Background: an optimization exercise with open tools, aiming at small area, a short achievable clock period and few clock cycles per item. Do not read the settings as production practice.
In this exercise RTL edits were held to simulation tests only and were not proved equivalent to the original.

==> flow/design.v, too long to show whole: its modules and the start of the top module <==
// module tone_sin_base: 140 lines
// module tone_sin_rom: 2059 lines
// module tone_exp_seg: 75 lines
// module tone_exp_rom: 267 lines
// module tone_engine: 106 lines
// module tone_addr: 38 lines
// module tone_sin: 324 lines
// module tone_mul: 377 lines
// module tone_nx: 464 lines
// module tone_oct: 558 lines
// module tone_div3: 114 lines
// module tone_exp: 620 lines
// module tone_clk: 1064 lines
// module tone_fa: 10 lines
// module tone_ha: 9 lines
module tone_engine (
    input  wire        clk,
    input  wire        rst,
    input  wire        in_valid,
    output wire        in_ready,
    input  wire [6:0]  in_note,
    input  wire [13:0] in_bend,
    input  wire [6:0]  in_mod,
    input  wire [12:0] in_phase,
    input  wire [23:0] in_clock_hz,
    output reg         out_valid,
    input  wire        out_ready,
    output reg  [17:0] out_period
);
  // ...
==> flow/flow/run.sh <==
#!/bin/bash
# Layout flow: the standard layout (standard.sh, unchanged synthesis and steps),
# except that the buffers buffer_ports puts on every input and output port are
# sky130_fd_sc_hd__buf_4 rather than the default clkdlybuf4s50_1 delay cell.
# The full make output goes to layout.log in the work folder; each ORFS step also
# keeps its own log under orfs/logs/.
set -euo pipefail
bash standard.sh BUFFER_PORTS_ARGS="-buffer_cell sky130_fd_sc_hd__buf_4" finish > layout.log 2>&1
==> flow/standard.sh <==
#!/bin/bash
# synth_recipe.tcl (not shown) runs the flow's synth.tcl, then flattens the netlist and writes it again
# the make line also repeats each setting of config.mk as NAME=value (left out here)
make -C /OpenROAD-flow-scripts/flow DESIGN_CONFIG=/design/flow/config.mk WORK_HOME=/design/flow/orfs CLKGATE_MAP_FILE= SYNTH_SCRIPT=/design/flow/synth_recipe.tcl "${@:-finish}"
==> flow/config.mk <==
export PLATFORM = sky130hd
export DESIGN_NAME = tone_engine
export DESIGN_NICKNAME = tone_engine
export VERILOG_FILES = /design/flow/design.v
export SDC_FILE = /design/flow/constraint.sdc
export NUM_CORES = 4
export LEC_CHECK = 0
export ABC_AREA = 1
export CAP_MARGIN = 20
export CORE_MARGIN = 2
export CORE_UTILIZATION = 55
export SLEW_MARGIN = 20
export SYNTH_HIERARCHICAL = 1
export SYNTH_MEMORY_MAX_BITS = 131072
export SYNTH_MINIMUM_KEEP_SIZE = 0
==> flow/constraint.sdc <==
create_clock -name core_clock -period 50.0 [get_ports {clk}]
set_input_delay 10.0000 -clock core_clock [delete_from_list [all_inputs] [get_ports {clk}]]
set_output_delay 10.0000 -clock core_clock [all_outputs]
set_load 0.01 [all_outputs]
==> flow_summary.yaml, run 1 <==
status:
  run_status: "timing/DRC/antenna clean"
logic_synthesis:
  synth.mux.area_fraction_pct: 0.343
  syn_area_um2: 44800
  synthTopCellsByArea: "fa_1 20%, edfxtp_1 18%, nand2_1 13%"
clock_network:
  hold_buffers: 0
  post_cts_resized: 0
  postCtsSetupRepairBufs: 0
  clkSinkCount: 271
  clk_latency_ns: 0.59
  clock_path_buffers: 3
placement:
  placed_cells: 6604
route:
  drt_iter0_markers: 3818
  top_layer: "met4"
  wl_met2_um: 60400
  vias: 38300
  met3_length_um: 10200
  ant_nets: 0
worst_setup_path:
  crit_path_end: "out_period[7]"
  cp.buffers_inverters: 1
  worstPathMaxFanout: 1
global_route:
  busiest_layer: "met2"
  grt_pass1_vias: 37900
  antenna_found_initial: 0
  grt_pass1_wl_um: 208000
cells_and_area:
  multi_input_gates: 4385
  largest_class: "multi-input combinational cells"
  final_nets: 6534
  multi_input_area_share_pct: 69.2
  fill_cells: 7619
  layout.area.seq_um2: 8070
  layout_common_cells: "1551 x nand2_1, 698 x inv_1, 450 x fa_1, 435 x ha_1, 357 x nand3_1"
timing:
  holdWs_ns: 0.411
  final.setup_skew_ns: 0.0418
Testbench counts, summed over its fixed seeds: cycles 32,040, items 32,000.
==> inputs of run 2 (changes only) <==
==> flow/run.sh (new file) <==
#!/bin/bash
# synth_recipe.tcl (not shown) runs the flow's synth.tcl, then flattens the netlist and writes it again
# the make line also repeats each setting of config.mk as NAME=value (left out here)
make -C /OpenROAD-flow-scripts/flow DESIGN_CONFIG=/design/flow/config.mk WORK_HOME=/design/flow/orfs CLKGATE_MAP_FILE= SYNTH_SCRIPT=/design/flow/synth_recipe.tcl finish
removed: flow/flow/run.sh
removed: flow/standard.sh
==> run 2 against run 1 <==
Net effect: via count is 0.28% higher; critical endpoint is now out_valid; fmax shrank 3.2%; register-to-register slack lost 0.47 ns; critical path depth stayed put; cell area up 0.46%; still clean on timing, DRC and antenna; sequential share of layout area down 0.080 points; hold slack got worse by 0.016 ns; synthesized cell count unchanged; global-route usage down 0.16 points; area after synthesis stayed put.
==> flow_summary.yaml, run 2 <==
timing:
  max_freq_ghz: 0.0874
  layout_min_cycle_time_ns: 11.44
  worst_slew_pin_slew_ns: 1.14
  rsz0062_at_grt: "false"
  finalSetupViolations: 0
  finalCritPeriodShare_pct: 22.9
  slew_headroom_pct: 22.5
  finalHoldViolCount: 0
  final.setup_skew_ns: 0.0672
  tns_ns: 0
  maxSlewViolCount: 0
logic_synthesis:
  ys_seq_elements: 271
  synthFlopType: "edfxtp_1"
  syn_inst: 5711
  avgSynthCellArea_um2: 7.85
  syn_area_um2: 44800
  synth.top_cell.area_share_pct: 20.1
  synth_common_cells: "1552 x nand2_1, 698 x inv_1, 450 x fa_1, 435 x ha_1, 357 x nand3_1"
  yosysMostFrequentCell: "nand2_1"
  ys_warn_count: 11
  synth_edf_count: 264
  synth_cell_types: 65
  synth_nets: 6665
  async_flop_share_pct: 0
  ys_seq_area_share_pct: 18.0
  synth_top_area_cell: "fa_1"
  synthTopCellsByArea: "fa_1 20%, edfxtp_1 18%, nand2_1 13%"
route:
  drt-vias-per-instance: 5.77
  drc_errors: 0
  vias: 38400
  drt_iter0_markers: 3529
  routed_wl_um: 130000
  firstDrtPassIters: 6
  ant_nets: 0
  wl_per_cell_um: 19.5
die:
  fp.dieH_um: 289
  dieWidth_um: 289
  num_io_pins: 89
  core_um2: 80500
  start_util_pct: 55.6
  die_area_um2: 83800
  row_count: 104
clock_network:
  path_clk_slew_ns: 0.06
  cts_tree: "yes"
  htreeDepth: 2
  cts_root_buffer: "clkbuf_16"
  clkSinkCount: 271
  cts_buffers: 34
  post_cts_resized: 0
  clk_latency_ns: 0.61
  hold_buffers: 0
  clock_path_buffers: 3
  postCtsSetupRepairBufs: 0
global_route:
  grt_overflow: 0
  grt_usage_pct: 31.3
  grt_pass1_wl_um: 207000
  antenna_found_initial: 0
  grt_max_degree: 121
  grt_pass1_vias: 37700
worst_setup_path:
  cp_slowest_cell: "clkdlybuf4s50_1"
  max_stage_delay_ns: 0.55
  reg2reg_slack_ns: 39.06
  path_class: "register to output pin"
  reg2reg_to: "r2_w[18]"
  crit_family: "buffers and inverters"
  critical_path_arrival_ns: 1.44
  critPathCaptureType: "output pin"
  cp.buffers_inverters: 1
  r2r_start: "r1_phase[0]"
  critical_path_depth: 1
  worstPathMaxFanout: 3
  crit_required_ns: 40.00
  path_cells: "clkdlybuf4s50_1"
  ff2ff_path_depth: 47
  crit_path_start_kind: "register"
min_path:
  hold_class: "register to register"
  hold_start: "r1_bend[10]"
  hold_depth: 0
  min_to: "r2_bend[10]"
status:
  run_status: "timing/DRC/antenna clean"
cells_and_area:
  final_nets: 6534
  largest_reg_flops: 26
  fill_cells: 7640
  final_common_cell: "nand2_1"
  regMostFlops: "r3_mp"
  insertedDiodeCount: 0
  drive_above_1_share_pct: 5.87
  final_util_pct: 58.2
  areaGrowthSynthToFinish_pct: 4.53
  layout_common_cells: "1551 x nand2_1, 698 x inv_1, 450 x fa_1, 435 x ha_1, 357 x nand3_1"
placement:
  hpwlAfterDp_um: 97100
  portBuffers: 88
  place_congestion: 1.01
flow_run:
  drv_cap: 0
-- run 2: cell count changes in the layout (fill, tap and decap cells not counted), sizes merged --
cell / before / now
clkbuf: 42 / 41
buf: 135 / 47
clkinv: 12 / 14
diode: 1 / 0
clkinvlp: 3 / 4
clkdlybuf4s50: 0 / 88
-- run 2: routing by layer --
layer / track usage [%] / wire [um] / up-vias / share of wire [%]
met5: 0 / 0 / - / 0
met4: 12.3 / 5380 / 0 / 4.1
met3: 4.20 / 10200 / 320 / 7.8
met2: 52.2 / 61400 / 1773 / 47
met1: 41.3 / 53100 / 18200 / 41
li1: - / - / 18100 / -
-- run 2: cells by family (layout without fill, tap and decap cells) --
family,after synthesis,after routing,synth area share [%]
AND/OR/NAND/NOR,2410,2410,22.8
buffers and inverters,1055,948,10.3
adder cells (fa/ha/maj),885,885,32.2
AO/OA/AOI/OAI,738,738,9.59
XOR/XNOR,339,339,6.66
flip-flops,271,271,18.0
multiplexers,13,13,0.343
-- run 2: worst max path at each step --
stage	startpoint	end	slack, ns
after CTS	out_valid	out_valid	38.51
after floorplan	out_ready	sk_period[0]	38.28
final	out_valid	out_valid	38.56
after detailed placement	out_ready	sk_period[12]	38.58
after global placement	out_ready	sk_period[12]	38.57
after global routing	r1_phase[0]	r2_w[18]	38.44
-- run 2: cell type report --
cell class	count	area, um^2	area share [%]
Tap cell	1060	1330	2.83
Timing Repair Buffer	135	1230	2.63
Sequential cell	271	8070	17.2
Clock buffer	41	877	1.87
Multi-Input combinational cell	4385	32300	68.9
Inverter	753	2840	6.06
Clock inverter	19	230	0.492
-- run 2: stage by stage --
step | setup slack, ns | hold WS, ns | area, um^2 | std cells
global placement | 38.57 | 0.401 | 45700 | 6604
detailed placement | 38.58 | 0.405 | 45700 | 6604
floorplan | 38.28 | 0.400 | 44800 | 5711
global route | 38.44 | 0.404 | 46800 | 6664
finish | 38.56 | 0.396 | 46800 | 6664
CTS | 38.51 | 0.383 | 46800 | 6664
-- run 2: per-module statistics from Yosys, one instance, submodules excluded, excerpt --
| module | flip-flops and latches | copies in the design | cells | area (um^2) |
|---|---|---|---|---|
| tone_engine | 271 | 1 | 363 | 8450 |
| tone_clk | 0 | 1 | 1048 | 6640 |
| tone_exp_rom | 0 | 1 | 436 | 2120 |
| tone_exp_seg | 0 | 1 | 429 | 1980 |
| tone_exp | 0 | 1 | 335 | 1770 |
| tone_oct | 0 | 1 | 239 | 1460 |

separate check: timing with driven ports:
Ports are ideal in the flow. The routed layouts listed here were re-timed in OpenROAD.
Step 1, drivers: a clkbuf_16 drives clk and a buf_2 each remaining input, both assumed.
Step 2 also shifts input and output timing later by t, the mid clock arrival at the registers, as if the neighbouring blocks saw the same clock.
Slacks: ideal ports / drivers / drivers and shift; pairs: ideal ports / drivers.
run	t (ns)	setup slack, ns	worst hold slack (ns)	worst slew at a driven data input, ns	cell pins on the clock port's net
run 1	0.633	38.933 / 38.864 / 38.851	0.411 / 0.411 / 0.411	0.05	1
run 2	0.647	38.563 / 38.494 / 38.532	0.396 / 0.396 / 0.396	0.06	1
After both steps every run listed still meets setup and hold. The setup slack of run 1, which loses most, moves by -0.069 ns with the drivers and by -0.082 ns with both steps.
